This is an optimization exercise on Yosys and OpenROAD, whose aim is small area, a short achievable clock period and few clock cycles, not a production implementation.
The RTL was checked by simulation tests, not by an equivalence proof against the original design.
Power and IR drop assume default switching activity.

### design/flow/config.mk
export PLATFORM = sky130hd
export DESIGN_NAME = ups_deframer
export DESIGN_NICKNAME = ups_deframer
export VERILOG_FILES = /design/flow/design.v
export SDC_FILE = /design/flow/constraint.sdc
export NUM_CORES = 4
export LEC_CHECK = 0
export ABC_AREA = 1
export CAP_MARGIN = 20
export CORE_MARGIN = 2
export CORE_UTILIZATION = 40
export PLACE_DENSITY = 0.6
export SETUP_SLACK_MARGIN = 5
export SLEW_MARGIN = 20
### design/flow/design.v
module ups_deframer (
    input  wire       clk,
    input  wire       rst,
    input  wire       in_valid,
    input  wire [7:0] in_byte,
    output wire       in_ready,
    output wire       out_valid,
    input  wire       out_ready,
    output wire [7:0] out_data,
    output wire       out_len,
    output wire [1:0] dfr_state,
    output wire [7:0] emits,
    output wire [7:0] pos_push,
    output wire [7:0] pos_look,
    output wire [7:0] pos_start
);
    localparam [7:0] MAGIC = 8'h55;
    localparam [1:0] ST_SEARCH = 2'd0;
    localparam [1:0] ST_HDR    = 2'd1;
    localparam [1:0] ST_BODY   = 2'd2;
    localparam [2:0] W_SCAN1 = 3'd1;   
    localparam [2:0] W_ADDR  = 3'd2;   
    localparam [2:0] W_SIZE  = 3'd3;   
    localparam [2:0] W_SUM   = 3'd4;   
    reg [7:0]  ring [0:63];
    reg [63:0] cand;
    reg [6:0] push;
    reg [6:0] look;
    reg [6:0] start;
    reg [1:0] state;
    reg [7:0] emit_cnt;
    reg [7:0] prev;      
    reg [6:0] size;      
    reg [7:0] cs;        
    reg       eng;       
    reg [2:0] wst;
    reg [5:0] k;         
    reg       first;     
    reg       em;        
    reg       o_len;
    reg [7:0] o_data;
    reg [5:0] e_left;    
    reg [5:0] raddr;     
    reg [6:0] e;         
    function [7:0] chk_step;
        input [7:0] c;
        input [7:0] b;
        begin
            chk_step = (c ^ b) + 8'd1;
        end
    endfunction
    function [7:0] hcs_of;
        input [7:0] s;
        begin
            hcs_of = chk_step(8'h56, s);
        end
    endfunction
    function [7:0] cs3_of;
        input [7:0] s;
        reg [7:0] h;
        begin
            h = hcs_of(s);
            cs3_of = chk_step(chk_step(chk_step(h, MAGIC), s), h);
        end
    endfunction
    wire busy = eng || em;
    wire take = in_valid && !busy;
    wire in_magic   = (in_byte == MAGIC);
    wire prev_magic = (prev == MAGIC);
    wire prev_szok  = (prev >= 8'd3) && (prev <= 8'd64);
    wire hv_now     = (in_byte == hcs_of(prev)) && prev_szok;
    wire [6:0] push1 = push + 7'd1;
    wire [6:0] avail = push - start;    
    wire [5:0] s6    = start[5:0];
    wire [5:0] p6    = push[5:0];
    wire [2:0]  lo   = look[2:0];
    wire [7:0]  grp  = cand[{look[5:3], 3'd0} +: 8];
    wire        e_ge8 = (e[6:3] != 4'd0);
    reg  [7:0]  vmask, farmask;
    integer i;
    always @(*)
        for (i = 0; i < 8; i = i + 1) begin
            vmask[i]   = (i >= lo) && (e_ge8 || (i < e[2:0]));
            farmask[i] = ({4'd0, i[2:0]} + 7'd2 < e);
        end
    wire [7:0]  v = grp & vmask;
    reg  [2:0]  vb;
    always @(*) begin
        vb = 3'd0;
        for (i = 7; i >= 0; i = i - 1)
            if (v[i]) vb = i[2:0];
    end
    wire       found = |v;
    wire [6:0] fpos  = {look[6:3], vb};
    wire       fnear = !(|(v & farmask));             
    wire       s_end = (e <= 7'd8);                   
    wire       vlast = (vb == 3'd7);
    wire [3:0] gnext = look[6:3] + 4'd1;
    wire [7:0] rd = ring[raddr];
    wire [7:0] cs_cur = first ? cs3_of({1'b0, size}) : cs;
    assign in_ready  = !busy;
    assign out_valid = em;
    assign out_len   = o_len;
    assign out_data  = o_data;
    assign dfr_state = state;
    assign emits     = emit_cnt;
    assign pos_push  = {1'b0, push};
    assign pos_look  = {1'b0, look};
    assign pos_start = (state == ST_SEARCH) ? 8'hFF : {1'b0, start};
    wire [63:0] wdec = 64'd1 << p6;
    wire [63:0] we   = wdec & {64{!busy}};
    integer w;
    always @(posedge clk) begin
        for (w = 0; w < 64; w = w + 1) begin
            if (we[w]) ring[w] <= in_byte;
            if (we[w])
                cand[w] <= in_magic;
            else if (we[(w + 2) & 63] && in_valid && !hv_now)
                cand[w] <= 1'b0;
        end
        if (take)
            prev <= in_byte;
    end
    always @(posedge clk) begin
        if (rst) begin
            push     <= 7'd0;
            look     <= 7'd0;
            start    <= 7'd0;
            state    <= ST_SEARCH;
            emit_cnt <= 8'd0;
            eng      <= 1'b0;
            wst      <= W_SCAN1;
            em       <= 1'b0;
        end else begin
            if (em && out_ready && o_len)
                emit_cnt <= emit_cnt + 8'd1;    
            if (em && out_ready) begin
                if (e_left == 6'd0) begin
                    em <= 1'b0;
                end else begin
                    o_len  <= 1'b0;
                    o_data <= rd;
                    raddr  <= raddr + 6'd1;
                    e_left <= e_left - 6'd1;
                end
            end
            if (take) begin
                push     <= push1;
                emit_cnt <= 8'd0;
                case (state)
                    ST_SEARCH: begin
                        look <= push1;
                        if (in_magic) begin
                            start <= push;
                            state <= ST_HDR;
                        end
                    end
                    ST_HDR: begin
                        if (avail == 7'd2) begin
                            if (hv_now && prev == 8'd3) begin
                                look  <= push1;
                                state <= ST_SEARCH;
                            end else if (hv_now) begin
                                state <= ST_BODY;
                                size  <= prev[6:0];
                                first <= 1'b1;
                            end else if (prev_magic) begin
                                start <= push - 7'd1;
                                look  <= push;
                            end else if (in_magic) begin
                                start <= push;
                                look  <= push1;
                            end else begin
                                look  <= push1;
                                state <= ST_SEARCH;
                            end
                        end
                    end
                    default: begin   
                        if (avail == size - 7'd1) begin
                            o_len    <= 1'b1;
                            o_data   <= {1'b0, size} - 8'd4;
                            e_left   <= size[5:0] - 6'd4;
                            raddr    <= s6 + 6'd3;
                            em <= (cs_cur == in_byte);
                            look  <= start + 7'd1;
                            e     <= {4'd0, s6[2:0] + 3'd1} + size - 7'd1;
                            state <= ST_SEARCH;
                            eng   <= 1'b1;
                            wst   <= W_SCAN1;
                        end else begin
                            cs    <= chk_step(cs_cur, in_byte);
                            first <= 1'b0;
                        end
                    end
                endcase
            end else if (eng) begin
                case (wst)
                    W_SCAN1: begin
                        if (!found) begin
                            if (s_end) begin
                                look <= push;
                                eng  <= 1'b0;
                            end else begin
                                look <= {gnext, 3'd0};
                                e    <= e - 7'd8;
                            end
                        end else begin
                            start <= fpos;
                            look  <= vlast ? {gnext, 3'd0} : {look[6:3], vb + 3'd1};
                            if (vlast)
                                e <= e - 7'd8;
                            if (fnear) begin
                                state <= ST_HDR;
                                eng   <= 1'b0;
                            end else begin
                                state <= ST_BODY;
                                if (em) begin
                                    wst   <= W_ADDR;
                                end else begin
                                    raddr <= vlast ? {gnext[2:0], 3'd0} : {look[5:3], vb + 3'd1};
                                    wst   <= W_SIZE;
                                end
                            end
                        end
                    end
                    W_ADDR: begin
                        if (!em) begin
                            raddr <= s6 + 6'd1;
                            wst   <= W_SIZE;
                        end
                    end
                    W_SIZE: begin
                        size  <= rd[6:0];
                        first <= 1'b1;
                        k     <= 6'd3;
                        raddr <= s6 + 6'd3;
                        if (rd == 8'd3) begin
                            state <= ST_SEARCH;
                            wst   <= W_SCAN1;
                        end else begin
                            wst   <= W_SUM;
                        end
                    end
                    default: begin   
                        if ({1'b0, k} == avail) begin
                            eng <= 1'b0;
                            wst <= W_SCAN1;
                        end else if ({1'b0, k} == size - 7'd1) begin
                            o_len    <= 1'b1;
                            o_data   <= {1'b0, size} - 8'd4;
                            e_left   <= size[5:0] - 6'd4;
                            raddr    <= s6 + 6'd3;
                            em <= (cs_cur == rd);
                            state <= ST_SEARCH;
                            wst   <= W_SCAN1;
                        end else begin
                            cs    <= chk_step(cs_cur, rd);
                            first <= 1'b0;
                            k     <= k + 6'd1;
                            raddr <= raddr + 6'd1;
                        end
                    end
                endcase
            end
        end
    end
endmodule
### design/flow/run.sh
#!/bin/bash
# synth_recipe.tcl (not shown) runs the flow's synth.tcl, then flattens the netlist and writes it again
# the make line also repeats each setting of config.mk as NAME=value (left out here)
make -C /OpenROAD-flow-scripts/flow DESIGN_CONFIG=/design/flow/config.mk WORK_HOME=/design/flow/orfs CLKGATE_MAP_FILE= SYNTH_SCRIPT=/design/flow/synth_recipe.tcl finish
### design/flow/constraint.sdc
create_clock -name core_clock -period 10.0 [get_ports {clk}]
set_input_delay 2.0000 -clock core_clock [delete_from_list [all_inputs] [get_ports {clk}]]
set_output_delay 2.0000 -clock core_clock [all_outputs]
set_load 0.01 [all_outputs]
==> results.tsv, run 1 <==
stage	metric	value	unit
timing	RSZ-0062 raised after global routing	no	
layout	synthesis-to-layout area growth	11.8	%
layout	Layout Nets	3733	
critical_path	startpoint types	input port	
job	max cap viols	0	
drt	DR WL/cell	21.4	um
placement	gp weighted congestion	0.977	
drt	DR DRC count	0	
power_and_ir_drop	P_int	4.97	mW
drt	final WL	103000	um
yosys	async set-reset flop share out of synthesis	0	
outcome	outcome	timing/DRC/antenna clean	
die	Std-Cell Rows	106	
grt	first-pass GRT wire length	153000	um
timing	fin crit period	4720	ps
layout	Filler Cell Count	7998	
layout	Register Area	19800	sq um
critical_path	R2R setup slack	5300	ps
critical_path	arrival time at the worst endpoint	4970	ps
die	number of I/O pins	57	
timing	final setup fails	0	
yosys	register bit total from synthesis	670	
critical_path	reg-to-reg endpoint	cs[6]	
yosys	Main synth FF type	edfxtp_1	
drt	drt pass-1 iters	6	
yosys	Seq/Total Area, Yosys	0.590	
yosys	Mapped Area	33500	sq um
timing	Final Skew	28.6	ps
timing	f_max	212	MHz
timing	Slew Limit Fails	0	
yosys	synthesized area per cell	9.31	sq um
layout	area occupied by multi-input gates	11700	sq um
critical_path	cells on worst reg2reg path	21	
yosys	number of synthesis warnings	2	
power_and_ir_drop	switching power	2.01	mW
critical_path	Setup crit end kind	flop	
grt	vias in the first global route	24225	
timing	endpoints failing hold	0	
min_path	critical hold path startpoint	emit_cnt[7]	
grt	grt total ovfl	0	
critical_path	Worst Path Max Fanout	53	
drt	via/cell ratio	5.40	
yosys	Gate Count Post-Synth	3595	
critical_path	Critical Path RT	10250	ps
layout	leading cell types in the layout, fill and taps excluded	949 x nand2_1, 634 x edfxtp_1, 498 x nor2_1	
power_and_ir_drop	Leakage	14.5	nW
die	Initial Util	0.402	
power_and_ir_drop	Power Dens Cells	187	nW/um^2
die	Die Height	293	um
timing	relative slew slack	0.238	
die	core area	83300	sq um
placement	placed inst area	35100	sq um
cts	CTS tree	built	
cts	clock-pin transition on the worst setup and hold timing paths	60	ps
placement	Port Buffers	54	
grt	global-route usage over all layers	0.237	
power_and_ir_drop	Clk network pwr share	0.372	
timing	Fin Setup TNS	0	ps
critical_path	RR Startpoint	raddr[3]	
min_path	worst hold path cell count	1	
drt	vias post-DR	25887	
critical_path	critical path class	input port to flop	
power_and_ir_drop	Worst IR Drop VDD	109	uV
critical_path	CP endpoint	e[6]	
drt	number of nets with antenna violations after detailed routing	0	
layout	design area	37400	sq um
power_and_ir_drop	Seq pwr share	0.462	
grt	initial antenna violation count	3	
grt	largest net degree at the start of global routing	77	
cts	clk buf depth	3	
power_and_ir_drop	switch share	0.288	
die	Die Area	86000	sq um
power_and_ir_drop	combinational share of power	0.166	
layout	commonest non-fill, non-tap cell in the layout	nand2_1	
timing	final period utilization	0.472	
die	Die X	293	um
layout	share of cells above drive strength 1	0.0656	
cts	Worst-Skew Late Latency	630	ps
cts	H-tree depth	3	
drt	Iteration-0 DRC Markers	3131	
cts	CTS Root Cell	clkbuf_16	
placement	DP HPWL	73000	um
timing	slew of the pin with the lowest slew margin	1140	ps
yosys	Distinct cells, synth	62	
layout	antenna diode count	0	
cts	Clock Sinks	670	
min_path	Hold Path Class	flop to flop	
critical_path	beginning of the critical path	in_valid	
cts	clock buffer count from CTS	73	
yosys	Post-synth EDFFs	634	
==> power by group through the flow <==
stage	logic [mW]	registers (mW)	clock network [mW]
6_report	1.16	3.22	2.60
5_1_grt	1.26	3.23	2.73
4_1_cts	1.14	3.22	2.63
3_5_place_dp	1.13	3.28	0
3_3_place_gp	1.13	3.28	0
2_1_floorplan	0.709	3.25	0
==> Yosys cell counts, types with 6 or more instances <==
cell      count  area [sq um]
a21oi_1     102           510
o21ai_0     208          1040
clkbuf_1     56           210
nand2_1     952          3570
buf_4         6          45.0
edfxtp_1    634         19000
nor2_1      506          1900
inv_2        14          52.6
inv_1       408          1530
buf_2        14          70.1
nand3_1     167           836
o221ai_1     14           123
buf_1         6          22.5
xor2_1       50           438
o22ai_1      19           119
ha_1         54           676
nand2_2      12          75.1
or2_2        13          81.3
xnor2_1      14           123
nor2_2       22           138
nor3_1       38           190
nand2_4       6          67.6
dfxtp_1      36           721
nand3b_1      8          60.1
o211ai_1     33           248
a31oi_1      13          81.3
a22oi_1      27           203
buf_6         6          67.6
nor4_1        9          56.3
o21a_1        8          60.1
nand4_1      70           438
nor2_4        8          90.1
==> metal layers <==
layer  wire length (um)  global-route usage
met1              44200               0.336
met2              44300               0.358
met3               9110              0.0411
met4               4840               0.103
met5                  0                   0
==> what timing repair did <==
item | in CTS | in global routing
setup endpoints to repair | 0 | 9
buffers inserted | 0 | 0
resized for setup | 0 | 3
endpoints found under the hold margin | 0 | 0
hold buffers | 0 | 0
==> worst min-delay path by stage <==
| stage | to | slack, ps |
|---|---|---|
| 3_3_place_gp | emit_cnt[7] | 490 |
| 5_1_grt | emit_cnt[1] | 530 |
| 2_1_floorplan | emit_cnt[3] | 510 |
| 4_1_cts | emit_cnt[1] | 510 |
| 6_report | emit_cnt[7] | 500 |
| 3_5_place_dp | emit_cnt[7] | 490 |
==> sequential cells by signal, indices dropped and copies added (netlist names), 2 cells and up <==
name and flops:
size 7, e 7, k 6, e_left 6, start 7, push 7
wst 3, look 7, raddr 6, ring 512, state 2, cs 8
prev 8, cand 64, o_data 8, emit_cnt 8
==> logic make-up after synthesis <==
kind of cell | count (synthesis) | synth area share
AND/OR/NAND/NOR | 1831 | 0.231
flip-flops | 670 | 0.590
buffers and inverters | 520 | 0.0615
AO/OA/AOI/OAI | 451 | 0.0777
XOR/XNOR | 66 | 0.0181
adder cells (fa/ha/maj) | 56 | 0.0214
other | 1 | 0.000112
==> stage by stage <==
stage | worst slack, ps | util | power (mW) | hold slack (ps) | std cells
floorplan | 5940 | - | 3.96 | 508 | 3596
global placement | 4270 | 0.422 | 4.41 | 491 | 4669
detailed placement | 4590 | 0.422 | 4.41 | 494 | 4670
CTS | 5250 | 0.449 | 6.99 | 508 | 4797
global route | 5090 | 0.449 | 7.22 | 525 | 4797
finish | 5280 | 0.449 | 6.98 | 501 | 4797
==> critical path, stage by stage <==
cell and delay, ps:
clkdlybuf4s50_1 470, nand2_2 50, buf_4 340, clkinv_1 170, buf_4 490, nor2_1 210, inv_1 200, o21ai_0 150
nor3b_1 860
==> cell type report <==
class                           count  share of cell area
Clock buffer                       89              0.0513
Clock inverter                     38             0.00909
Inverter                          430              0.0434
Multi-Input combinational cell   2406               0.313
Sequential cell                   670               0.528
Tap cell                         1080              0.0361
Timing Repair Buffer               84              0.0194
Testbench counts, summed over its fixed seeds: cycles 46,795.
==> run 2: changes to the inputs <==
==> design/flow/flow/run.sh (new file) <==
#!/bin/bash
set -euo pipefail
MARGIN=${MARGIN:-6}
bash standard.sh SETUP_SLACK_MARGIN=$MARGIN finish > standard_flow.log 2>&1
==> design/flow/standard.sh (new file) <==
#!/bin/bash
# synth_recipe.tcl (not shown) runs the flow's synth.tcl, then flattens the netlist and writes it again
# the make line also repeats each setting of config.mk as NAME=value (left out here)
make -C /OpenROAD-flow-scripts/flow DESIGN_CONFIG=/design/flow/config.mk WORK_HOME=/design/flow/orfs CLKGATE_MAP_FILE= SYNTH_SCRIPT=/design/flow/synth_recipe.tcl "${@:-finish}"
--- a/design/flow/config.mk
+++ b/design/flow/config.mk
@@ -14 +14,2 @@
 export SLEW_MARGIN = 20
+export TNS_END_PERCENT = 0
removed: design/flow/run.sh
==> run 2 against run 1 <==
Against the previous run: still clean on timing, DRC and antenna; hold slack better by 0.66 ps; count of clock-buffer cells in the layout is 8 higher; register-to-register slack improved by 700 ps; non-clock buffer count up 28; synthesized area stayed put; maximum frequency is 17% higher; die area unchanged; combinational power rose by 6%; total power grew 1.7%; synthesized cell count stayed put; highest routed layer unchanged.
==> results.tsv, run 2 <==
stage	metric	value	unit
timing	relative slew slack	0.221	
min_path	Hold Path Class	flop to flop	
power_and_ir_drop	Clk network pwr share	0.373	
placement	DP HPWL	72400	um
timing	fin crit period	4040	ps
yosys	Post-synth EDFFs	634	
yosys	cell taking the most area after synthesis	edfxtp_1	
cts	clk buf depth	3	
grt	grt total ovfl	0	
power_and_ir_drop	Worst IR Drop VDD	119	uV
yosys	most common cell in the netlist	nand2_1	
grt	vias in the first global route	24589	
layout	max reg flops	512	
drt	via/cell ratio	5.45	
job	max cap viols	0	
grt	first-pass GRT wire length	155000	um
die	Std-Cell Rows	106	
die	Die Height	293	um
power_and_ir_drop	Seq pwr share	0.454	
layout	Top reg by flops	ring	
critical_path	WP buf/inv	1	
drt	Iteration-0 DRC Markers	3379	
yosys	commonest cells in the netlist	952 x nand2_1, 634 x edfxtp_1, 506 x nor2_1, 408 x inv_1, 208 x o21ai_0	
power_and_ir_drop	combinational share of power	0.173	
power_and_ir_drop	Leakage	14.7	nW
drt	drt pass-1 iters	6	
outcome	outcome	timing/DRC/antenna clean	
grt	global-route usage over all layers	0.239	
layout	commonest non-fill, non-tap cell in the layout	nand2_1	
layout	Top Registers	ring x512, cand x64	
critical_path	slowest stage cell on the critical path	clkdlybuf4s50_1	
timing	WHS	502	ps
power_and_ir_drop	Tot Pwr	7.10	mW
placement	Port Buffers	54	
power_and_ir_drop	P_int	5.05	mW
yosys	number of synthesis warnings	2	
critical_path	CP max stage delay	600	ps
critical_path	Critical Path RT	8000	ps
power_and_ir_drop	switching power	2.06	mW
cts	clock-pin transition on the worst setup and hold timing paths	60	ps
placement	gp weighted congestion	0.947	
yosys	largest cells by area after synthesis	edfxtp_1 57%, nand2_1 11%, nor2_1 5.7%, inv_1 4.6%, o21ai_0 3.1%	
drt	DR DRC count	0	
cts	Worst-Skew Late Latency	630	ps
cts	Clock Sinks	670	
yosys	synthesized area per cell	9.31	sq um
die	number of I/O pins	57	
critical_path	arrival time at the worst endpoint	2040	ps
power_and_ir_drop	switch share	0.289	
critical_path	beginning of the critical path	eng	
layout	final core utilization	0.458	
cts	H-tree depth	3	
drt	DR WL/cell	21.5	um
die	Die Area	86000	sq um
die	Initial Util	0.402	
yosys	async set-reset flop share out of synthesis	0	
yosys	top-area cell type share of the netlist area	0.569	
critical_path	CP endpoint	in_ready	
yosys	Seq/Total Area, Yosys	0.590	
timing	Slew Limit Fails	0	
critical_path	startpoint types	flop	
layout	leading cell types in the layout, fill and taps excluded	941 x nand2_1, 634 x edfxtp_1, 469 x nor2_1	
layout	antenna diode count	0	
critical_path	Crit path depth	2	
power_and_ir_drop	Power Dens Cells	186	nW/um^2
layout	Layout Nets	3764	
timing	endpoints failing hold	0	
critical_path	critical-path cell list	nor2_2, clkdlybuf4s50_1	
timing	final setup fails	0	
yosys	Distinct cells, synth	62	
timing	final period utilization	0.404	
drt	number of nets with antenna violations after detailed routing	0	
critical_path	reg-to-reg endpoint	raddr[3]	
critical_path	cells on worst reg2reg path	19	
layout	share of cells above drive strength 1	0.0909	
grt	initial antenna violation count	3	
critical_path	critical path class	flop to output port	
critical_path	CP top delay family	buffers and inverters	
die	Die X	293	um
layout	synthesis-to-layout area growth	13.9	%
cts	clock buffer count from CTS	74	
drt	vias post-DR	26309	
timing	f_max	248	MHz
cts	CTS Root Cell	clkbuf_16	
critical_path	R2R setup slack	6000	ps
critical_path	RR Startpoint	look[4]	
drt	final WL	104000	um
die	core area	83300	sq um
timing	Fin Setup TNS	0	ps
timing	slew of the pin with the lowest slew margin	1160	ps
yosys	Gate Count Post-Synth	3595	
critical_path	Worst Path Max Fanout	11	
yosys	Main synth FF type	edfxtp_1	
yosys	register bit total from synthesis	670	
timing	RSZ-0062 raised after global routing	yes	
yosys	Mapped Area	33500	sq um
timing	Final Skew	23.8	ps
grt	largest net degree at the start of global routing	77	
cts	CTS tree	built	
critical_path	Setup crit end kind	output port	
run 2: worst min-delay path by stage:
stage                     slack, ps          end  cells past startpoint         from
after floorplan                 510  emit_cnt[3]                      1  emit_cnt[3]
after global placement          490  emit_cnt[1]                      2  emit_cnt[1]
after detailed placement        490  emit_cnt[1]                      2  emit_cnt[1]
after CTS                       500  emit_cnt[1]                      2  emit_cnt[1]
after global routing            520  emit_cnt[1]                      2  emit_cnt[1]
final                           500  emit_cnt[7]                      1  emit_cnt[7]
run 2: cell families (layout without fill, tap and decap cells):
logic type | after synthesis | after routing | share of synthesized area
adders and majority gates | 56 | 56 | 0.0214
and+or+nand+nor | 1831 | 1832 | 0.231
buffers and inverters | 520 | 673 | 0.0615
DFF | 670 | 670 | 0.590
AOI/OAI and AO/OA | 451 | 451 | 0.0777
xor gates and xnor gates | 66 | 66 | 0.0181
other | 1 | 2 | 0.000112
run 2: power by group through the flow:
stage | Sequential, mW | Combinational [mW] | Clock (mW)
global placement | 3.28 | 1.13 | 0
global route | 3.23 | 1.32 | 2.78
finish | 3.22 | 1.23 | 2.65
floorplan | 3.25 | 0.709 | 0
detailed placement | 3.28 | 1.13 | 0
CTS | 3.22 | 1.16 | 2.68
run 2: final cells by class:
| cell class | instances | area (sq um) |
|---|---|---|
| inverter | 430 | 1650 |
| tap | 1080 | 1350 |
| clock inverter | 33 | 308 |
| sequential | 670 | 19800 |
| fill | 8016 | 45100 |
| multi-input combinational | 2407 | 12000 |
| clock buffer | 97 | 2000 |
| timing repair buffer | 112 | 1070 |
| timing repair inverter | 1 | 5.00 |
run 2: routing by layer:
metal | part of all wire | wire [um] | vias up | GRT usage
li1 | - | - | 12273 | -
met1 | 0.42 | 44000 | 12596 | 0.337
met2 | 0.45 | 46600 | 1264 | 0.371
met3 | 0.091 | 9510 | 176 | 0.0405
met4 | 0.038 | 3920 | 0 | 0.0902
met5 | 0 | 0 | - | 0
run 2: repair_timing:
action,CTS,global route
gates cloned,1,1
setup buffers,7,19
gates resized for setup,24,93
hold endpoints to repair,0,0
setup endpoints to repair,86,91
pin swaps,0,8
hold buffers,0,0
run 2: worst register-to-register path, delay by kind of cell, from the launching register on:
kind            cells  cell delay, ps
flops               1             310
buf+inv             3             640
simple gates        8             790
fa+ha+maj           3             820
compound gates      5            1180
run 2: stage by stage:
stage | instances | worst slack [ps] | area (sq um)
finish | 4830 | 5960 | 38100
global route | 4830 | 5880 | 38100
CTS | 4809 | 5770 | 37600
detailed placement | 4671 | 4720 | 35200
floorplan | 3596 | 6150 | 33500
global placement | 4670 | 4520 | 35100
==> run 3: changes to the inputs <==
==> design/flow/flow/run.sh (replaced) <==
#!/bin/bash
set -euo pipefail
MARGIN=${MARGIN:-7}
bash standard.sh SETUP_SLACK_MARGIN=$MARGIN finish > standard_flow.log 2>&1
--- a/design/flow/config.mk
+++ b/design/flow/config.mk
@@ -14,2 +14 @@
 export SLEW_MARGIN = 20
-export TNS_END_PERCENT = 0
==> run 3 against run 2 <==
Against the previous run: still clean; non-clock buffer count up 284; combinational power rose by about 60%; sequential power about the same; total power grew 13%; worst setup slack improved by 480 ps; synthesized area unchanged; wire length increased by 12%; final area is 17% higher; clock skew is 20 ps higher; via count up 8.4%; global-route usage rose by 2.8 points.
==> results.tsv, run 3 <==
stage	metric	value	unit
outcome	outcome	timing/DRC/antenna clean	
timing	fin crit period	3560	ps
placement	Port Buffers	54	
grt	grt met3 use	0.0550	
layout	share of cells above drive strength 1	0.295	
layout	Top reg by flops	ring	
placement	DP HPWL	73000	um
die	Die X	293	um
yosys	largest cells by area after synthesis	edfxtp_1 57%, nand2_1 11%, nor2_1 5.7%, inv_1 4.6%, o21ai_0 3.1%	
grt	largest net degree at the start of global routing	66	
die	number of I/O pins	57	
yosys	cell taking the most area after synthesis	edfxtp_1	
drt	drt pass-1 iters	9	
cts	CTS tree	built	
timing	endpoints failing hold	0	
die	Die Area	86000	sq um
power_and_ir_drop	P_int	5.59	mW
timing	relative slew slack	0.194	
layout	synthesis-to-layout area growth	33.6	%
power_and_ir_drop	switch share	0.301	
power_and_ir_drop	Seq pwr share	0.402	
timing	f_max	281	MHz
layout	commonest non-fill, non-tap cell in the layout	nand2_1	
grt	initial antenna violation count	2	
timing	Final Worst Setup Slack	6440	ps
die	Initial Util	0.402	
yosys	Mapped Area	33500	sq um
timing	slew of the pin with the lowest slew margin	1200	ps
power_and_ir_drop	Worst IR Drop VDD	135	uV
min_path	Hold Path Class	flop to flop	
power_and_ir_drop	Leakage	17.3	nW
yosys	Post-synth EDFFs	634	
drt	DR DRC count	0	
drt	number of nets with antenna violations after detailed routing	0	
grt	vias in the first global route	26840	
critical_path	Worst Path Max Fanout	6	
drt	Iteration-0 DRC Markers	3809	
placement	placed inst area	35400	sq um
min_path	Worst Hold End	emit_cnt[4]	
yosys	commonest cells in the netlist	952 x nand2_1, 634 x edfxtp_1, 506 x nor2_1, 408 x inv_1, 208 x o21ai_0	
drt	via/cell ratio	5.57	
min_path	critical hold path startpoint	emit_cnt[4]	
yosys	most common cell in the netlist	nand2_1	
drt	vias post-DR	28521	
cts	clock-pin transition on the worst setup and hold timing paths	60	ps
timing	final period utilization	0.356	
cts	clk buf depth	3	
cts	Clock Sinks	670	
critical_path	startpoint types	flop	
yosys	Gate Count Post-Synth	3595	
placement	gp weighted congestion	0.950	
layout	antenna diode count	0	
grt	met1 usage	0.354	
critical_path	arrival time at the worst endpoint	3920	ps
cts	CTS Root Cell	clkbuf_16	
critical_path	RR Startpoint	raddr[0]	
layout	final std cells w/o fill	5125	
power_and_ir_drop	switching power	2.41	mW
critical_path	R2R setup slack	6440	ps
layout	max reg flops	512	
placement	placed insts	4666	
timing	Final Skew	43.9	ps
timing	Fin Setup TNS	0	ps
layout	design area	44700	sq um
placement	pre-CTS worst setup slack	5220	ps
yosys	async set-reset flop share out of synthesis	0	
yosys	number of synthesis warnings	2	
yosys	Seq/Total Area, Yosys	0.590	
critical_path	reg-to-reg endpoint	cs[4]	
critical_path	critical path class	flop to flop	
cts	clock buffer count from CTS	75	
yosys	top-area cell type share of the netlist area	0.569	
die	Std-Cell Rows	106	
critical_path	Critical Path RT	10360	ps
layout	leading cell types in the layout, fill and taps excluded	832 x nand2_1, 634 x edfxtp_1, 358 x nor2_1	
power_and_ir_drop	Tot Pwr	8.00	mW
die	core area	83300	sq um
timing	RSZ-0062 raised after global routing	yes	
cts	H-tree depth	3	
timing	final setup fails	0	
layout	Layout Nets	4052	
drt	DR WL/cell	22.8	um
critical_path	cells on worst reg2reg path	22	
grt	met2 Use GR	0.417	
layout	Top Registers	ring x512, cand x64	
min_path	worst hold path cell count	2	
power_and_ir_drop	Clk network pwr share	0.352	
yosys	Distinct cells, synth	62	
yosys	register bit total from synthesis	670	
grt	first-pass GRT wire length	171000	um
grt	busiest grt layer	met2	
grt	global-route usage over all layers	0.267	
power_and_ir_drop	combinational share of power	0.247	
job	max cap viols	0	
die	Die Height	293	um
yosys	Main synth FF type	edfxtp_1	
yosys	synthesized area per cell	9.31	sq um
drt	final WL	117000	um
critical_path	Setup crit end kind	flop	
cts	Worst-Skew Late Latency	650	ps
timing	Slew Limit Fails	0	
grt	grt total ovfl	0	
power_and_ir_drop	Power Dens Cells	179	nW/um^2
run 3: final cells by class:
type                       count  area [sq um]
fill                        7112         38600
sequential                   670         19800
multi-input combinational   2409         14700
timing repair buffer         396          4470
clock buffer                  94          2000
inverter                     430          1850
tap                         1080          1350
clock inverter                44           485
timing repair inverter         2          21.3
run 3: what timing repair did:
action	4_1_cts	5_1_grt
pin swaps	130	147
hold buffers	0	0
resized for setup	921	359
cloned	28	0
setup endpoints to repair	445	394
setup buffers	203	90
run 3: metal layers:
metal | part of all wire | wire [um]
met5 | 0.00011 | 13
met4 | 0.058 | 6820
met3 | 0.10 | 11800
met2 | 0.45 | 52700
met1 | 0.39 | 45700
run 3: worst max-delay path: stages (launching register included):
cell	delay, ps
edfxtp_1	530
inv_2	170
ha_4	290
inv_4	80
nor2_1	420
nand2_1	130
nand3_1	130
nor2_2	60
nand2_2	100
nor2_4	80
nand2_4	120
nand3_2	120
nand2_2	110
nand2_2	70
nand2_1	80
nand2_1	70
nand2_2	100
inv_4	50
ha_4	170
nand3_4	60
nor2_4	40
buf_4	140
xor2_1	140
run 3: metrics by stage:
step           utilization  hold WS (ps)
2_1_floorplan            -           508
3_3_place_gp         0.425           483
3_5_place_dp         0.425           482
4_1_cts              0.512           491
5_1_grt              0.537           558
6_report             0.537           532
run 3: cells by family after synthesis:
group,synth area share
buf+inv,0.0615
other cells,0.000112
simple gates,0.231
fa+ha+maj,0.0214
compound gates,0.0777
xor+xnor,0.0181
flops,0.590
run 3: how the worst max path moves through the flow:
stage                from      endpoint  cells after the start  slack (ps)
2_1_floorplan  in_byte[6]       size[0]                      8        6420
3_3_place_gp   in_byte[1]      cand[24]                     10        5260
3_5_place_dp   in_byte[5]       cand[5]                      9        5220
4_1_cts          state[1]  pos_start[6]                      5        6500
5_1_grt          raddr[0]         cs[7]                     21        6280
6_report         raddr[0]         cs[4]                     22        6440
run 3: power by group through the flow:
stage	Clock (mW)	Sequential (mW)	Combinational, mW
after floorplan	0	3.26	0.735
after detailed placement	0	3.29	1.15
final	2.81	3.21	1.97
after global routing	2.95	3.22	2.07
after CTS	2.84	3.21	1.68
after global placement	0	3.29	1.15
==> run 4: changes to the inputs <==
==> design/flow/flow/run.sh (replaced) <==
#!/bin/bash
set -euo pipefail
MARGIN=${MARGIN:-6.75}
bash standard.sh SETUP_SLACK_MARGIN=$MARGIN finish > standard_flow.log 2>&1
==> run 4 against run 3 <==
Against the previous run: synthesized cell count did not move; final cell count fell by 0.98%; sequential power barely moved; first-iteration DRC count fell by 3.7%; die area did not move; critical path type is now flop to output port; critical endpoint is now pos_start[1]; largest power group unchanged.
==> results.tsv, run 4 <==
stage	metric	value	unit
yosys	async set-reset flop share out of synthesis	0	
cts	clk buf depth	3	
layout	leading cell types in the layout, fill and taps excluded	862 x nand2_1, 634 x edfxtp_1, 392 x nor2_1	
yosys	Post-synth EDFFs	634	
drt	DR WL/cell	22.6	um
timing	Fin Setup TNS	0	ps
grt	first-pass GRT wire length	165000	um
critical_path	Setup crit end kind	output port	
timing	final period utilization	0.352	
critical_path	CP endpoint	pos_start[1]	
critical_path	startpoint types	flop	
timing	Final Skew	36.4	ps
timing	final setup fails	0	
die	number of I/O pins	57	
cts	cts hold-fix bufs	0	
power_and_ir_drop	Power Dens Cells	178	nW/um^2
yosys	Distinct cells, synth	62	
power_and_ir_drop	Worst IR Drop VDD	130	uV
yosys	cell taking the most area after synthesis	edfxtp_1	
yosys	Seq/Total Area, Yosys	0.590	
yosys	number of synthesis warnings	2	
die	core area	83300	sq um
cts	CTS tree	built	
grt	largest net degree at the start of global routing	77	
cts	CTS Root Cell	clkbuf_16	
yosys	register bit total from synthesis	670	
timing	fin crit period	3520	ps
critical_path	arrival time at the worst endpoint	1520	ps
grt	vias in the first global route	25807	
cts	clock-pin transition on the worst setup and hold timing paths	60	ps
layout	share of cells above drive strength 1	0.261	
yosys	most common cell in the netlist	nand2_1	
layout	Top reg by flops	ring	
grt	global-route usage over all layers	0.258	
critical_path	critical-path cell list	nor2_4, clkinv_4, nand2_2, buf_6	
drt	DR DRC count	0	
critical_path	reg-to-reg endpoint	cs[5]	
power_and_ir_drop	Leakage	16.9	nW
critical_path	RR Startpoint	raddr[2]	
cts	clock buffer count from CTS	74	
drt	number of nets with antenna violations after detailed routing	0	
critical_path	CP max stage delay	360	ps
drt	via/cell ratio	5.53	
drt	drt pass-1 iters	7	
placement	DP HPWL	72300	um
min_path	Hold Path Class	flop to flop	
die	Initial Util	0.402	
timing	Slew Limit Fails	0	
yosys	Gate Count Post-Synth	3595	
critical_path	critical path class	flop to output port	
cts	Clock Sinks	670	
die	Die Height	293	um
die	Die Area	86000	sq um
critical_path	beginning of the critical path	state[0]	
critical_path	R2R setup slack	6550	ps
critical_path	Critical Path RT	8000	ps
die	Std-Cell Rows	106	
cts	Worst-Skew Late Latency	640	ps
outcome	outcome	timing/DRC/antenna clean	
timing	f_max	284	MHz
timing	RSZ-0062 raised after global routing	yes	
yosys	Mapped Area	33500	sq um
layout	Layout Nets	4007	
job	max cap viols	0	
cts	H-tree depth	3	
critical_path	Worst Path Max Fanout	8	
timing	endpoints failing hold	0	
critical_path	slowest stage cell on the critical path	dfxtp_4	
yosys	commonest cells in the netlist	952 x nand2_1, 634 x edfxtp_1, 506 x nor2_1, 408 x inv_1, 208 x o21ai_0	
layout	synthesis-to-layout area growth	29.5	%
critical_path	cells on worst reg2reg path	21	
grt	grt total ovfl	0	
yosys	top-area cell type share of the netlist area	0.569	
placement	Port Buffers	54	
grt	initial antenna violation count	4	
drt	final WL	115000	um
yosys	largest cells by area after synthesis	edfxtp_1 57%, nand2_1 11%, nor2_1 5.7%, inv_1 4.6%, o21ai_0 3.1%	
layout	max reg flops	512	
drt	Iteration-0 DRC Markers	3668	
timing	slew of the pin with the lowest slew margin	1270	ps
timing	WHS	471	ps
layout	Top Registers	ring x512, cand x64	
yosys	Main synth FF type	edfxtp_1	
drt	vias post-DR	28047	
yosys	synthesized area per cell	9.31	sq um
layout	commonest non-fill, non-tap cell in the layout	nand2_1	
die	Die X	293	um
timing	relative slew slack	0.153	
placement	gp weighted congestion	0.963	
[run 4: cell counts after synthesis]
No cell type changed its count.
[run 4: how the worst min path moves through the flow]
stage,from,to,slack (ps),cells after the start
CTS,emit_cnt[3],emit_cnt[3],490,1
global route,emit_cnt[3],emit_cnt[3],490,1
floorplan,emit_cnt[3],emit_cnt[3],510,1
detailed placement,emit_cnt[7],emit_cnt[7],490,1
finish,emit_cnt[3],emit_cnt[3],470,1
global placement,emit_cnt[7],emit_cnt[7],490,1
[run 4: routing by layer]
| layer | track usage | vias to the layer above | share of wire |
|---|---|---|---|
| met3 | 0.0465 | 361 | 0.10 |
| li1 | - | 12792 | - |
| met5 | 0 | - | 0 |
| met1 | 0.359 | 13319 | 0.41 |
| met4 | 0.113 | 0 | 0.053 |
| met2 | 0.396 | 1575 | 0.44 |
[run 4: cells by family (layout without fill, tap and decap cells)]
kind of cell | after synthesis | in the layout | share of synthesized area
compound gates | 451 | 451 | 0.0777
xor+xnor | 66 | 66 | 0.0181
flops | 670 | 670 | 0.590
buf+inv | 520 | 915 | 0.0615
other cells | 1 | 3 | 0.000112
simple gates | 1831 | 1834 | 0.231
fa+ha+maj | 56 | 56 | 0.0214
[run 4: cell type report]
type / instances / area, sq um
Fill cell: 7331 / 39900
Sequential cell: 670 / 19800
Multi-Input combinational cell: 2409 / 14200
Timing Repair Buffer: 353 / 3860
Clock buffer: 101 / 2080
Inverter: 430 / 1790
Tap cell: 1080 / 1350
Clock inverter: 30 / 272
Timing Repair inverter: 1 / 6.26
Antenna cell: 1 / 2.50
[run 4: what timing repair did]
| item | 4_1_cts | 5_1_grt |
|---|---|---|
| pin swaps | 98 | 122 |
| cloned | 21 | 6 |
| resized for setup | 679 | 413 |
| buffers inserted | 170 | 81 |
| endpoints found under the setup margin | 385 | 283 |
[run 4: power by group]
part | total, mW | switching (mW) | leakage, nW | internal, mW
sequential | 3.22 | 0.0543 | 6.12 | 3.16
clock | 2.68 | 1.14 | 1.14 | 1.54
combinational | 1.84 | 1.11 | 9.65 | 0.722
[run 4: critical path, delay by kind of cell (launching register included)]
family,cells,cell delay [ps]
buffers and inverters,2,260
and+or+nand+nor,2,260
DFF,1,360
[run 4: per-stage QoR]
| stage | total power, mW | worst slack (ps) | std cells | area [sq um] | utilization |
|---|---|---|---|---|---|
| after global routing | 7.96 | 6430 | 5074 | 43400 | 0.521 |
| final | 7.73 | 6480 | 5075 | 43400 | 0.521 |
| after floorplan | 3.98 | 6420 | 3596 | 33700 | - |
| after detailed placement | 4.41 | 5080 | 4664 | 35200 | 0.423 |
| after global placement | 4.42 | 5140 | 4664 | 35200 | 0.423 |
| after CTS | 7.41 | 6490 | 4986 | 41200 | 0.495 |
==> run 5: changes to the inputs <==
==> design/flow/flow/run.sh (replaced) <==
#!/bin/bash
set -euo pipefail
MARGIN=${MARGIN:-6}
bash standard.sh SETUP_SLACK_MARGIN=$MARGIN finish > standard_flow.log 2>&1
==> run 5 against run 4 <==
Against the previous run: critical path type unchanged; final cell count fell by 4.7%; clock skew down 13 ps; sequential power about the same; synthesized area did not move; wire length down 9.1%; final area down 12%; register-to-register slack got worse by 520 ps; maximum frequency down 13%; critical path depth fell by 2; sequential share of layout area grew 5.9 points; still clean; combinational power down 33%; hold slack gained 31 ps.
==> results.tsv, run 5 <==
stage	metric	value	unit
outcome	outcome	timing/DRC/antenna clean	
cts	clock-pin transition on the worst setup and hold timing paths	60	ps
cts	H-tree depth	3	
die	Die Area	86000	sq um
drt	Iteration-0 DRC Markers	3373	
die	Die Height	293	um
timing	Slew Limit Fails	0	
drt	final WL	104000	um
yosys	largest cells by area after synthesis	edfxtp_1 57%, nand2_1 11%, nor2_1 5.7%, inv_1 4.6%, o21ai_0 3.1%	
power_and_ir_drop	P_int	5.06	mW
timing	RSZ-0062 raised after global routing	yes	
yosys	Gate Count Post-Synth	3595	
die	number of I/O pins	57	
placement	DP HPWL	72400	um
yosys	synthesized area per cell	9.31	sq um
critical_path	Critical Path RT	8000	ps
critical_path	critical path class	flop to output port	
grt	grt total ovfl	0	
yosys	Main synth FF type	edfxtp_1	
drt	number of nets with antenna violations after detailed routing	0	
layout	area occupied by multi-input gates	12100	sq um
layout	leading cell types in the layout, fill and taps excluded	941 x nand2_1, 634 x edfxtp_1, 468 x nor2_1	
die	Initial Util	0.402	
timing	slew of the pin with the lowest slew margin	1220	ps
die	Die X	293	um
yosys	register bit total from synthesis	670	
placement	placed insts	4671	
timing	fin crit period	4030	ps
cts	Worst-Skew Late Latency	630	ps
die	Std-Cell Rows	106	
job	max cap viols	0	
yosys	top-area cell type share of the netlist area	0.569	
placement	pre-CTS worst setup slack	4720	ps
drt	DR DRC count	0	
layout	antenna diode count	0	
yosys	Seq/Total Area, Yosys	0.590	
grt	initial antenna violation count	3	
cts	CTS Root Cell	clkbuf_16	
yosys	Post-synth EDFFs	634	
power_and_ir_drop	Clk network pwr share	0.373	
timing	endpoints failing hold	0	
grt	first-pass GRT wire length	155000	um
drt	drt pass-1 iters	6	
critical_path	startpoint types	flop	
layout	commonest non-fill, non-tap cell in the layout	nand2_1	
cts	cts hold-fix bufs	0	
drt	via/cell ratio	5.43	
critical_path	Setup crit end kind	output port	
power_and_ir_drop	Seq pwr share	0.453	
placement	gp weighted congestion	0.947	
yosys	Distinct cells, synth	62	
power_and_ir_drop	Power Dens Cells	186	nW/um^2
timing	final period utilization	0.403	
power_and_ir_drop	Worst IR Drop VDD	119	uV
yosys	most common cell in the netlist	nand2_1	
min_path	Hold Path Class	flop to flop	
yosys	Mapped Area	33500	sq um
power_and_ir_drop	combinational share of power	0.175	
layout	Layout Nets	3769	
layout	Register Area	19800	sq um
critical_path	arrival time at the worst endpoint	2030	ps
die	core area	83300	sq um
grt	largest net degree at the start of global routing	77	
cts	Clock Sinks	670	
placement	Port Buffers	54	
timing	Fin Setup TNS	0	ps
cts	clk buf depth	3	
layout	Filler Cell Count	8002	
grt	vias in the first global route	24621	
cts	CTS tree	built	
yosys	async set-reset flop share out of synthesis	0	
layout	Top reg by flops	ring	
layout	Top Registers	ring x512, cand x64	
layout	share of cells above drive strength 1	0.0940	
timing	final setup fails	0	
timing	Final Worst Setup Slack	5970	ps
yosys	number of synthesis warnings	2	
layout	synthesis-to-layout area growth	14.3	%
timing	Final Skew	23.6	ps
power_and_ir_drop	switch share	0.290	
critical_path	Worst Path Max Fanout	24	
timing	f_max	248	MHz
drt	vias post-DR	26249	
layout	max reg flops	512	
yosys	cell taking the most area after synthesis	edfxtp_1	
power_and_ir_drop	switching power	2.06	mW
power_and_ir_drop	Tot Pwr	7.12	mW
yosys	commonest cells in the netlist	952 x nand2_1, 634 x edfxtp_1, 506 x nor2_1, 408 x inv_1, 208 x o21ai_0	
timing	relative slew slack	0.187	
power_and_ir_drop	Leakage	14.7	nW
grt	global-route usage over all layers	0.239	
layout	final std cells w/o fill	4835	
drt	DR WL/cell	21.6	um
cts	clock buffer count from CTS	74	
run 5: cell counts after synthesis:
Identical to the previous run, type by type.
run 5: final timing paths:
path / start / end / slack [ps] / depth (start not counted)
max: look[4] / pos_look[4] / 5970 / 2
min reg2reg: emit_cnt[7] / emit_cnt[7] / 500 / 1
max reg2reg: raddr[0] / state[1] / 6030 / 22
min: emit_cnt[7] / emit_cnt[7] / 500 / 1
run 5: timing repair:
| action | 4_1_cts | 5_1_grt |
|---|---|---|
| cloned | 1 | 2 |
| pin swaps | 2 | 10 |
| resized for setup | 55 | 82 |
| setup buffers | 11 | 19 |
| hold endpoints to repair | 0 | 0 |
| endpoints found under the setup margin | 86 | 79 |
run 5: cell type report:
| cell class | count | share of cell area |
|---|---|---|
| Tap cell | 1080 | 0.0353 |
| Sequential cell | 670 | 0.517 |
| Inverter | 430 | 0.0434 |
| Clock buffer | 97 | 0.0523 |
| Timing Repair Buffer | 116 | 0.0293 |
| Timing Repair inverter | 1 | 0.000131 |
| Multi-Input combinational cell | 2408 | 0.315 |
| Clock inverter | 33 | 0.00804 |
run 5: kinds of logic (layout without fill, tap and decap cells):
family                   count (synthesis)  in the layout  synth area share
XOR/XNOR                                66             66            0.0181
adder cells (fa/ha/maj)                 56             56            0.0214
buffers and inverters                  520            677            0.0615
AND/OR/NAND/NOR                       1831           1833             0.231
AO/OA/AOI/OAI                          451            451            0.0777
flip-flops                             670            670             0.590
other                                    1              2          0.000112
run 5: per-layer routing:
metal | share of wire | track usage | wire [um]
met1 | 0.42 | 0.337 | 44000
met2 | 0.45 | 0.371 | 46500
met3 | 0.093 | 0.0411 | 9700
met4 | 0.039 | 0.0897 | 4020
met5 | 0 | 0 | 0
run 5: power by group through the flow:
stage          registers (mW)  clock network (mW)  logic, mW
6_report                 3.22                2.65       1.24
5_1_grt                  3.23                2.78       1.34
4_1_cts                  3.22                2.68       1.17
3_5_place_dp             3.28                   0       1.13
3_3_place_gp             3.28                   0       1.13
2_1_floorplan            3.25                   0      0.709
run 5: metrics by stage:
step	cell area, sq um	hold slack (ps)	util
floorplan	33500	508	-
global placement	35100	491	0.422
detailed placement	35200	490	0.422
CTS	37800	502	0.454
global route	38300	521	0.459
finish	38300	502	0.459
run 5: critical path, cell delays in order (launching register included):
cell and delay, ps:
dfxtp_1 370, buf_4 370, clkdlybuf4s50_1 670
==> run 6: changes to the inputs <==
==> design/flow/flow/run.sh (replaced) <==
#!/bin/bash
set -euo pipefail
MARGIN=${MARGIN:-6.5}
bash standard.sh SETUP_SLACK_MARGIN=$MARGIN finish > standard_flow.log 2>&1
==> run 6 against run 5 <==
Against the previous run: still clean; utilization up 3.0 points; first-iteration DRC count down 1.6%; sequential power about the same; critical path depth up 19; global-route usage up 0.84 points; clock skew up 5.7 ps; die area unchanged; synthesized area unchanged; critical endpoint is now cs[6]; highest routed layer unchanged.
==> results.tsv, run 6 <==
stage	metric	value	unit
layout	final std cells w/o fill	4941	
cts	clock-pin transition on the worst setup and hold timing paths	60	ps
drt	DR DRC count	0	
layout	Top Registers	ring x512, cand x64	
cts	CTS tree	built	
timing	Slew Limit Fails	0	
drt	drt pass-1 iters	7	
die	Die Area	86000	sq um
yosys	top-area cell type share of the netlist area	0.569	
placement	gp weighted congestion	0.978	
yosys	register bit total from synthesis	670	
die	Initial Util	0.402	
power_and_ir_drop	Power Dens Cells	184	nW/um^2
layout	Top reg by flops	ring	
layout	max reg flops	512	
yosys	Seq/Total Area, Yosys	0.590	
yosys	Distinct cells, synth	62	
die	Die X	293	um
outcome	outcome	timing/DRC/antenna clean	
yosys	commonest cells in the netlist	952 x nand2_1, 634 x edfxtp_1, 506 x nor2_1, 408 x inv_1, 208 x o21ai_0	
drt	via/cell ratio	5.52	
cts	H-tree depth	3	
power_and_ir_drop	Leakage	15.8	nW
die	Die Height	293	um
die	number of I/O pins	57	
cts	Clock Sinks	670	
layout	synthesis-to-layout area growth	21.6	%
power_and_ir_drop	Tot Pwr	7.48	mW
yosys	Mapped Area	33500	sq um
critical_path	Critical Path RT	10360	ps
timing	final setup fails	0	
grt	largest net degree at the start of global routing	72	
critical_path	critical path class	flop to flop	
grt	vias in the first global route	24950	
power_and_ir_drop	Worst IR Drop VDD	108	uV
timing	slew of the pin with the lowest slew margin	1200	ps
critical_path	Worst Path Max Fanout	7	
timing	Final Skew	29.3	ps
yosys	number of synthesis warnings	2	
cts	clk buf depth	3	
critical_path	Setup crit end kind	flop	
min_path	Hold Path Class	flop to flop	
timing	fin crit period	3520	ps
timing	endpoints failing hold	0	
yosys	cell taking the most area after synthesis	edfxtp_1	
layout	Filler Cell Count	7630	
placement	placed insts	4668	
yosys	largest cells by area after synthesis	edfxtp_1 57%, nand2_1 11%, nor2_1 5.7%, inv_1 4.6%, o21ai_0 3.1%	
critical_path	startpoint types	flop	
layout	commonest non-fill, non-tap cell in the layout	nand2_1	
timing	Fin Setup TNS	0	ps
timing	relative slew slack	0.196	
yosys	most common cell in the netlist	nand2_1	
drt	number of nets with antenna violations after detailed routing	0	
layout	leading cell types in the layout, fill and taps excluded	879 x nand2_1, 634 x edfxtp_1, 412 x nor2_1	
timing	RSZ-0062 raised after global routing	yes	
yosys	Post-synth EDFFs	634	
die	Std-Cell Rows	106	
yosys	async set-reset flop share out of synthesis	0	
placement	DP HPWL	74000	um
critical_path	arrival time at the worst endpoint	3890	ps
grt	initial antenna violation count	2	
layout	Layout Nets	3872	
timing	f_max	284	MHz
cts	cts hold-fix bufs	0	
critical_path	cells on worst reg2reg path	21	
drt	vias post-DR	27289	
grt	global-route usage over all layers	0.248	
yosys	Gate Count Post-Synth	3595	
layout	share of cells above drive strength 1	0.181	
grt	grt total ovfl	0	
yosys	Main synth FF type	edfxtp_1	
placement	Port Buffers	54	
layout	antenna diode count	0	
cts	CTS Root Cell	clkbuf_16	
min_path	worst hold path cell count	1	
cts	clock buffer count from CTS	74	
job	max cap viols	0	
grt	first-pass GRT wire length	159000	um
cts	Worst-Skew Late Latency	630	ps
drt	final WL	111000	um
drt	DR WL/cell	22.5	um
drt	Iteration-0 DRC Markers	3318	
yosys	synthesized area per cell	9.31	sq um
die	core area	83300	sq um
timing	final period utilization	0.352	
==> run 6: cell counts after synthesis <==
No cell type changed its count.
==> run 6: path summary, 6_finish.rpt <==
path               start     endpoint  slack (ps)
min          emit_cnt[7]  emit_cnt[7]         490
max             raddr[0]        cs[6]        6480
min reg2reg  emit_cnt[7]  emit_cnt[7]         490
max reg2reg     raddr[0]        cs[6]        6480
==> run 6: kinds of logic after synthesis <==
kind of cell	share of synthesized area
flip-flops	0.590
adder cells (fa/ha/maj)	0.0214
buffers and inverters	0.0615
XOR/XNOR	0.0181
other	0.000112
AO/OA/AOI/OAI	0.0777
AND/OR/NAND/NOR	0.231
==> run 6: per-stage QoR <==
step | setup slack, ps | area [sq um] | hold slack (ps) | util
after CTS | 6350 | 39100 | 493 | 0.469
after floorplan | 6420 | 33600 | 508 | -
after global placement | 5010 | 35200 | 485 | 0.422
after global routing | 6360 | 40700 | 520 | 0.489
after detailed placement | 4990 | 35200 | 482 | 0.423
final | 6480 | 40700 | 487 | 0.489
==> run 6: layout make-up <==
cell class | instances | area, sq um | share of cell area
flip-flops and latches | 670 | 19800 | 0.487
clock buffers | 89 | 1950 | 0.0479
repair buffers | 218 | 2270 | 0.0556
inverters | 430 | 1730 | 0.0425
repair inverters | 1 | 7.51 | 0.000184
clock inverters | 44 | 479 | 0.0118
multi-input cells | 2409 | 13100 | 0.322
well taps | 1080 | 1350 | 0.0332
==> run 6: worst max-delay path, stage by stage, from the launching register on <==
cell	delay, ps
edfxtp_1	490
buf_6	170
ha_4	190
buf_12	140
buf_4	160
nand3_2	80
nand4_1	90
nor2_2	180
nand2_2	140
nor2_4	250
nand2_4	150
inv_4	100
nand2_2	70
nand2_4	80
nand2_4	60
nand2_4	80
xor2_4	190
ha_4	170
nand3_2	90
nor2_2	160
nand3_2	110
xnor2_1	130
==> run 6: routing by layer <==
layer / wire length [um] / global-route usage
met2: 48600 / 0.369
met3: 11500 / 0.0520
met5: 0 / 0
met1: 45700 / 0.347
met4: 5620 / 0.115
==> run 6: power by group <==
group	total [mW]	leakage, nW	internal [mW]	switching [mW]
sequential	3.22	6.12	3.16	0.0626
clock	2.77	1.19	1.63	1.14
combinational	1.48	8.53	0.504	0.979
total	7.48	15.8	5.30	2.18
==> run 6: timing repair <==
action,CTS,global route
gates resized for setup,331,262
setup buffers,62,60
cloned,6,11
endpoints found under the setup margin,273,141
pin swaps,31,112
==> run 7: changes to the inputs <==
==> design/flow/flow/run.sh (replaced) <==
#!/bin/bash
set -euo pipefail
MARGIN=${MARGIN:-6}
bash standard.sh SETUP_SLACK_MARGIN=$MARGIN finish > standard_flow.log 2>&1
--- a/design/flow/config.mk
+++ b/design/flow/config.mk
@@ -10,4 +10,4 @@
 export CORE_MARGIN = 2
-export CORE_UTILIZATION = 40
-export PLACE_DENSITY = 0.6
+export CORE_UTILIZATION = 55
+export PLACE_DENSITY = 0.7
 export SETUP_SLACK_MARGIN = 5
==> run 7 against run 6 <==
Against the previous run: final area decreased by 7.2%; maximum frequency decreased by 12%; sequential cell count stayed put; synthesized cell count stayed put; final cell count is 8.4% lower; highest routed layer unchanged.
==> results.tsv, run 7 <==
stage	metric	value	unit
power_and_ir_drop	Power Dens Cells	187	nW/um^2
critical_path	startpoint types	flop	
timing	slew of the pin with the lowest slew margin	1140	ps
cts	CTS Root Cell	clkbuf_16	
cts	CTS tree	built	
yosys	largest cells by area after synthesis	edfxtp_1 57%, nand2_1 11%, nor2_1 5.7%, inv_1 4.6%, o21ai_0 3.1%	
power_and_ir_drop	Tot Pwr	7.05	mW
grt	grt total ovfl	0	
critical_path	WP buf/inv	2	
grt	busiest grt layer	met2	
yosys	synthesized area per cell	9.31	sq um
layout	share of cells above drive strength 1	0.0913	
layout	leading cell types in the layout, fill and taps excluded	940 x nand2_1, 634 x edfxtp_1, 470 x nor2_1	
yosys	Gate Count Post-Synth	3595	
yosys	async set-reset flop share out of synthesis	0	
critical_path	critical path class	flop to output port	
drt	final WL	96600	um
timing	relative slew slack	0.235	
critical_path	Worst Path Max Fanout	9	
placement	gp weighted congestion	0.999	
grt	grt met3 use	0.0513	
timing	f_max	250	MHz
placement	DP HPWL	67500	um
power_and_ir_drop	Worst IR Drop VDD	151	uV
drt	Iteration-0 DRC Markers	3295	
yosys	Seq/Total Area, Yosys	0.590	
placement	placed insts	4366	
outcome	outcome	timing/DRC/antenna clean	
cts	Worst-Skew Late Latency	640	ps
die	Die Height	251	um
critical_path	Critical Path RT	8000	ps
layout	Top reg by flops	ring	
critical_path	Setup crit end kind	output port	
drt	drt pass-1 iters	6	
timing	Slew Limit Fails	0	
drt	DR WL/cell	21.3	um
die	core area	60200	sq um
job	max cap viols	0	
yosys	Mapped Area	33500	sq um
drt	number of nets with antenna violations after detailed routing	0	
grt	vias in the first global route	24441	
die	Die X	251	um
die	Initial Util	0.556	
timing	final setup fails	0	
yosys	register bit total from synthesis	670	
yosys	number of synthesis warnings	2	
grt	met2 Use GR	0.469	
timing	endpoints failing hold	0	
cts	Clock Sinks	670	
yosys	Distinct cells, synth	62	
timing	fin crit period	4000	ps
drt	vias post-DR	26228	
layout	antenna diode count	0	
timing	Final Skew	33.6	ps
grt	largest net degree at the start of global routing	77	
power_and_ir_drop	Leakage	14.7	nW
yosys	Post-synth EDFFs	634	
critical_path	CP max stage delay	530	ps
timing	Fin Setup TNS	0	ps
timing	final period utilization	0.400	
grt	met1 usage	0.431	
die	number of I/O pins	57	
placement	Port Buffers	54	
layout	Top Registers	ring x512, cand x64	
drt	via/cell ratio	5.79	
critical_path	slowest stage cell on the critical path	clkdlybuf4s50_1	
yosys	top-area cell type share of the netlist area	0.569	
grt	initial antenna violation count	1	
timing	WHS	502	ps
grt	first-pass GRT wire length	145000	um
yosys	cell taking the most area after synthesis	edfxtp_1	
yosys	commonest cells in the netlist	952 x nand2_1, 634 x edfxtp_1, 506 x nor2_1, 408 x inv_1, 208 x o21ai_0	
yosys	most common cell in the netlist	nand2_1	
cts	clock buffer count from CTS	72	
critical_path	arrival time at the worst endpoint	2000	ps
grt	global-route usage over all layers	0.305	
layout	commonest non-fill, non-tap cell in the layout	nand2_1	
die	Die Area	62900	sq um
yosys	Main synth FF type	edfxtp_1	
layout	max reg flops	512	
layout	Layout Nets	3759	
cts	H-tree depth	3	
cts	clock-pin transition on the worst setup and hold timing paths	60	ps
critical_path	critical-path cell list	clkinvlp_4, nand2_1, clkdlybuf4s50_1	
drt	DR DRC count	0	
layout	final std cells w/o fill	4527	
layout	synthesis-to-layout area growth	12.9	%
timing	RSZ-0062 raised after global routing	yes	
critical_path	CP top delay family	buffers and inverters	
cts	clk buf depth	3	
min_path	Hold Path Class	flop to flop	
die	Std-Cell Rows	90	
run 7: cell counts after synthesis:
Identical to the previous run, type by type.
run 7: kinds of logic (layout without fill, tap and decap cells):
family / after synthesis / after routing / synth area share
buffers and inverters: 520 / 669 / 0.0615
DFF: 670 / 670 / 0.590
xor gates and xnor gates: 66 / 66 / 0.0181
adders and majority gates: 56 / 56 / 0.0214
other: 1 / 2 / 0.000112
and+or+nand+nor: 1831 / 1831 / 0.231
AOI/OAI and AO/OA: 451 / 451 / 0.0777
run 7: final timing paths:
| check | start | endpoint | slack [ps] | depth (start not counted) |
|---|---|---|---|---|
| worst max-delay path | start[0] | pos_start[0] | 6000 | 3 |
| worst min-delay path | emit_cnt[1] | emit_cnt[1] | 500 | 2 |
| worst max register to register | raddr[0] | state[1] | 6040 | 22 |
| worst min register to register | emit_cnt[1] | emit_cnt[1] | 500 | 2 |
run 7: repair_timing:
item                                    CTS  global route
resized for setup                        55            84
pin swaps                                 0             9
buffers inserted                          8            24
hold buffers                              0             0
endpoints found under the setup margin  144           144
cloned                                    1             0
run 7: report_power, final:
| part | switching, mW | internal, mW | leakage, nW |
|---|---|---|---|
| combinational | 0.845 | 0.370 | 7.49 |
| clock | 1.13 | 1.48 | 1.10 |
| sequential | 0.0633 | 3.16 | 6.11 |
run 7: layer usage:
| layer | routed length, um | vias up |
|---|---|---|
| met3 | 9430 | 228 |
| met5 | 0 | - |
| met2 | 42600 | 1450 |
| li1 | - | 12257 |
| met4 | 4510 | 0 |
| met1 | 40100 | 12293 |
run 7: area by class of cell:
| cell class | instances | area (sq um) |
|---|---|---|
| clock buffer | 89 | 1880 |
| clock inverter | 39 | 415 |
| fill | 4882 | 22500 |
| inverter | 430 | 1650 |
| multi-input combinational | 2406 | 12000 |
| sequential | 670 | 19800 |
| tap | 782 | 978 |
| timing repair buffer | 110 | 1070 |
| timing repair inverter | 1 | 5.00 |
run 7: stage by stage:
| step | cell area [sq um] | setup slack [ps] | utilization |
|---|---|---|---|
| floorplan | 33500 | 6150 | - |
| global placement | 34700 | 4990 | 0.576 |
| detailed placement | 34700 | 4940 | 0.576 |
| CTS | 37300 | 5850 | 0.618 |
| global route | 37800 | 5890 | 0.627 |
| finish | 37800 | 6000 | 0.627 |
run 7: worst reg2reg max path, cell delays in order (launching register included):
cell and delay (ps):
edfxtp_1 470, ha_1 250, buf_4 220, inv_2 120
nor2_4 90, nand2_1 140, clkinvlp_4 230, buf_4 200
nand2_1 50, nand4_1 80, nor2_1 280, nand2_1 150
nor2_2 290, nand2_1 170, nor2_4 220, nand2_1 80
nor2_1 90, nand3_1 170, nand2_1 190, nand3_1 160
nand2_1 100, nand2_1 50, nor2_1 100
==> run 8: changes to the inputs <==
==> design/flow/flow/run.sh (replaced) <==
#!/bin/bash
set -euo pipefail
MARGIN=${MARGIN:-6.5}
bash standard.sh SETUP_SLACK_MARGIN=$MARGIN finish > standard_flow.log 2>&1
--- a/design/flow/config.mk
+++ b/design/flow/config.mk
@@ -10,4 +10,4 @@
 export CORE_MARGIN = 2
-export CORE_UTILIZATION = 55
-export PLACE_DENSITY = 0.7
+export CORE_UTILIZATION = 50
+export PLACE_DENSITY = 0.65
 export SETUP_SLACK_MARGIN = 5
==> run 8 against run 7 <==
Against the previous run: count of clock-buffer cells in the layout is 11 lower; sequential share of layout area is 3.5 points lower; via count is 4.0% higher; synthesized area stayed put; maximum frequency is 12% higher; wire length is 11% higher; die area is 9.8% higher; still clean on timing, DRC and antenna; hold slack worse by 7.8 ps; critical path depth is 11 higher.
==> results.tsv, run 8 <==
stage	metric	value	unit
critical_path	startpoint types	input port	
cts	CTS Root Cell	clkbuf_16	
drt	final WL	107000	um
critical_path	cells on worst reg2reg path	21	
drt	DR DRC count	0	
min_path	Hold Path Class	flop to flop	
critical_path	Worst Path Max Fanout	6	
die	Std-Cell Rows	94	
yosys	number of synthesis warnings	2	
cts	Worst-Skew Late Latency	650	ps
grt	grt total ovfl	0	
cts	H-tree depth	3	
layout	final core utilization	0.616	
drt	drt pass-1 iters	6	
critical_path	beginning of the critical path	in_byte[0]	
yosys	largest cells by area after synthesis	edfxtp_1 57%, nand2_1 11%, nor2_1 5.7%, inv_1 4.6%, o21ai_0 3.1%	
die	Initial Util	0.507	
drt	Iteration-0 DRC Markers	3772	
critical_path	arrival time at the worst endpoint	4090	ps
critical_path	R2R setup slack	6480	ps
yosys	Gate Count Post-Synth	3595	
yosys	cell taking the most area after synthesis	edfxtp_1	
yosys	Distinct cells, synth	62	
die	Die Height	263	um
drt	met3 WL	11300	um
timing	Slew Limit Fails	0	
timing	endpoints failing hold	0	
cts	clk buf depth	3	
placement	DP HPWL	69900	um
placement	Port Buffers	54	
drt	met1 wire length	43000	um
layout	antenna diode count	0	
critical_path	critical-path cell list	buf_12, buf_12, xnor2_1, nor3_1, nand4_1, nor4_4, buf_4, nand3_2, inv_2, nand2_1, nand2_2, nor2_1, o21ai_0, a21oi_1	
drt	top layer used by detailed routing	met4	
yosys	Main synth FF type	edfxtp_1	
layout	Filler Cell Count	5388	
critical_path	RR Startpoint	raddr[0]	
placement	pre-CTS worst setup slack	5280	ps
drt	vias post-DR	27289	
die	Die X	263	um
critical_path	Crit path depth	14	
timing	Fin Setup TNS	0	ps
timing	slew of the pin with the lowest slew margin	1230	ps
layout	Top reg by flops	ring	
layout	commonest non-fill, non-tap cell in the layout	nand2_1	
layout	max reg flops	512	
layout	leading cell types in the layout, fill and taps excluded	891 x nand2_1, 634 x edfxtp_1, 423 x nor2_1	
outcome	outcome	timing/DRC/antenna clean	
critical_path	CP top delay family	simple AND/OR/NAND/NOR gates	
grt	global-route usage over all layers	0.289	
drt	via/cell ratio	5.76	
critical_path	Setup crit end kind	flop	
critical_path	CP max stage delay	430	ps
timing	Final Skew	29.1	ps
layout	share of cells above drive strength 1	0.176	
power_and_ir_drop	Worst IR Drop VDD	140	uV
grt	first-pass GRT wire length	151000	um
critical_path	most used cell, CP	buf_12	
yosys	synthesized area per cell	9.31	sq um
die	number of I/O pins	57	
yosys	register bit total from synthesis	670	
die	core area	66000	sq um
critical_path	critical path class	input port to flop	
critical_path	Critical Path RT	10520	ps
power_and_ir_drop	Power Dens Cells	184	nW/um^2
timing	f_max	280	MHz
yosys	top-area cell type share of the netlist area	0.569	
layout	Layout Nets	3883	
cts	CTS tree	built	
drt	met2 wire length	48100	um
timing	relative slew slack	0.180	
==> run 8: cell counts after synthesis <==
No cell type changed its count.
==> run 8: worst min-delay path by stage <==
| stage | from | depth (start not counted) | slack (ps) | end |
|---|---|---|---|---|
| 6_report | emit_cnt[7] | 1 | 490 | emit_cnt[7] |
| 5_1_grt | emit_cnt[3] | 1 | 530 | emit_cnt[3] |
| 4_1_cts | emit_cnt[1] | 2 | 500 | emit_cnt[1] |
| 3_5_place_dp | emit_cnt[7] | 1 | 490 | emit_cnt[7] |
| 3_3_place_gp | emit_cnt[7] | 1 | 490 | emit_cnt[7] |
| 2_1_floorplan | emit_cnt[3] | 1 | 510 | emit_cnt[3] |
==> run 8: report_power, final <==
group          internal [mW]  switching [mW]
clock network           1.61            1.17
logic                  0.510           0.965
registers               3.16          0.0604
==> run 8: logic make-up after synthesis <==
family          Yosys count  synth area share
simple gates           1831             0.231
flops                   670             0.590
compound gates          451            0.0777
fa+ha+maj                56            0.0214
xor+xnor                 66            0.0181
other cells               1          0.000112
buf+inv                 520            0.0615
==> run 8: cell type report <==
type | count | area (sq um) | share of cell area
Clock inverter | 54 | 617 | 0.0152
Multi-Input combinational cell | 2407 | 13000 | 0.319
Tap cell | 864 | 1080 | 0.0266
Clock buffer | 78 | 1830 | 0.0451
Timing Repair inverter | 2 | 18.8 | 0.000462
Timing Repair Buffer | 232 | 2550 | 0.0628
Inverter | 430 | 1730 | 0.0427
Sequential cell | 670 | 19800 | 0.488
==> run 8: worst reg2reg max path, stage by stage, from the launching register on <==
cell and delay, ps:
edfxtp_1 390, buf_6 160, inv_4 90, ha_4 200
clkinvlp_4 170, nor2_2 370, nand2_1 100, nand3_1 110
nor2_1 80, nand2_1 110, nor2_4 70, nand2_4 150
nand3_4 120, nand2_4 110, nand2_4 60, nand2_4 70
xor2_4 220, ha_4 160, nand3_1 100, nor2_2 150
nand3_2 110, xnor2_1 150
==> run 8: repair_timing <==
action                     4_1_cts  5_1_grt
setup endpoints to repair      195      149
gates cloned                     5       16
gates resized for setup        283      318
pin swaps                       22       79
setup buffers                   53       82
==> run 8: stage by stage <==
| step | power, mW | std cells | cell area [sq um] | hold WS [ps] |
|---|---|---|---|---|
| after floorplan | 3.97 | 3596 | 33600 | 508 |
| after global placement | 4.40 | 4448 | 34900 | 489 |
| after detailed placement | 4.40 | 4448 | 34900 | 489 |
| after CTS | 7.23 | 4638 | 38600 | 500 |
| after global routing | 7.69 | 4737 | 40600 | 534 |
| final | 7.47 | 4737 | 40600 | 494 |
==> run 8: metal layers <==
metal / track usage / vias up
li1: - / 12524
met1: 0.404 / 12926
met2: 0.449 / 1541
met3: 0.0488 / 298
met4: 0.120 / 0
met5: 0 / -

==> what the ideal ports hide <==
Ports are ideal in the flow. The routed layouts listed here were re-timed in OpenROAD. Step 1: set_driving_cell puts a clkbuf_16 on clk and a buf_2 on each other input, an assumption about the parent block. Step 2 also shifts input and output timing later by t, the mid clock arrival at the registers, as if the neighbouring blocks saw the same clock. Three values: no drivers, after step 1, after step 2; two values: the first two.
run	shift t [ns]	slack for setup (ns)
run 1	0.680	5.280 / 5.302 / 4.646
run 2	0.680	5.960 / 5.898 / 5.406
run 3	0.705	6.438 / 6.381 / 5.896
run 4	0.686	6.484 / 6.421 / 5.809
run 5	0.676	5.967 / 5.905 / 5.404
run 6	0.678	6.476 / 6.459 / 5.821
run 7	0.692	6.003 / 5.941 / 5.460
run 8	0.700	6.431 / 6.425 / 5.752
After both steps setup and hold are still met in every run listed.
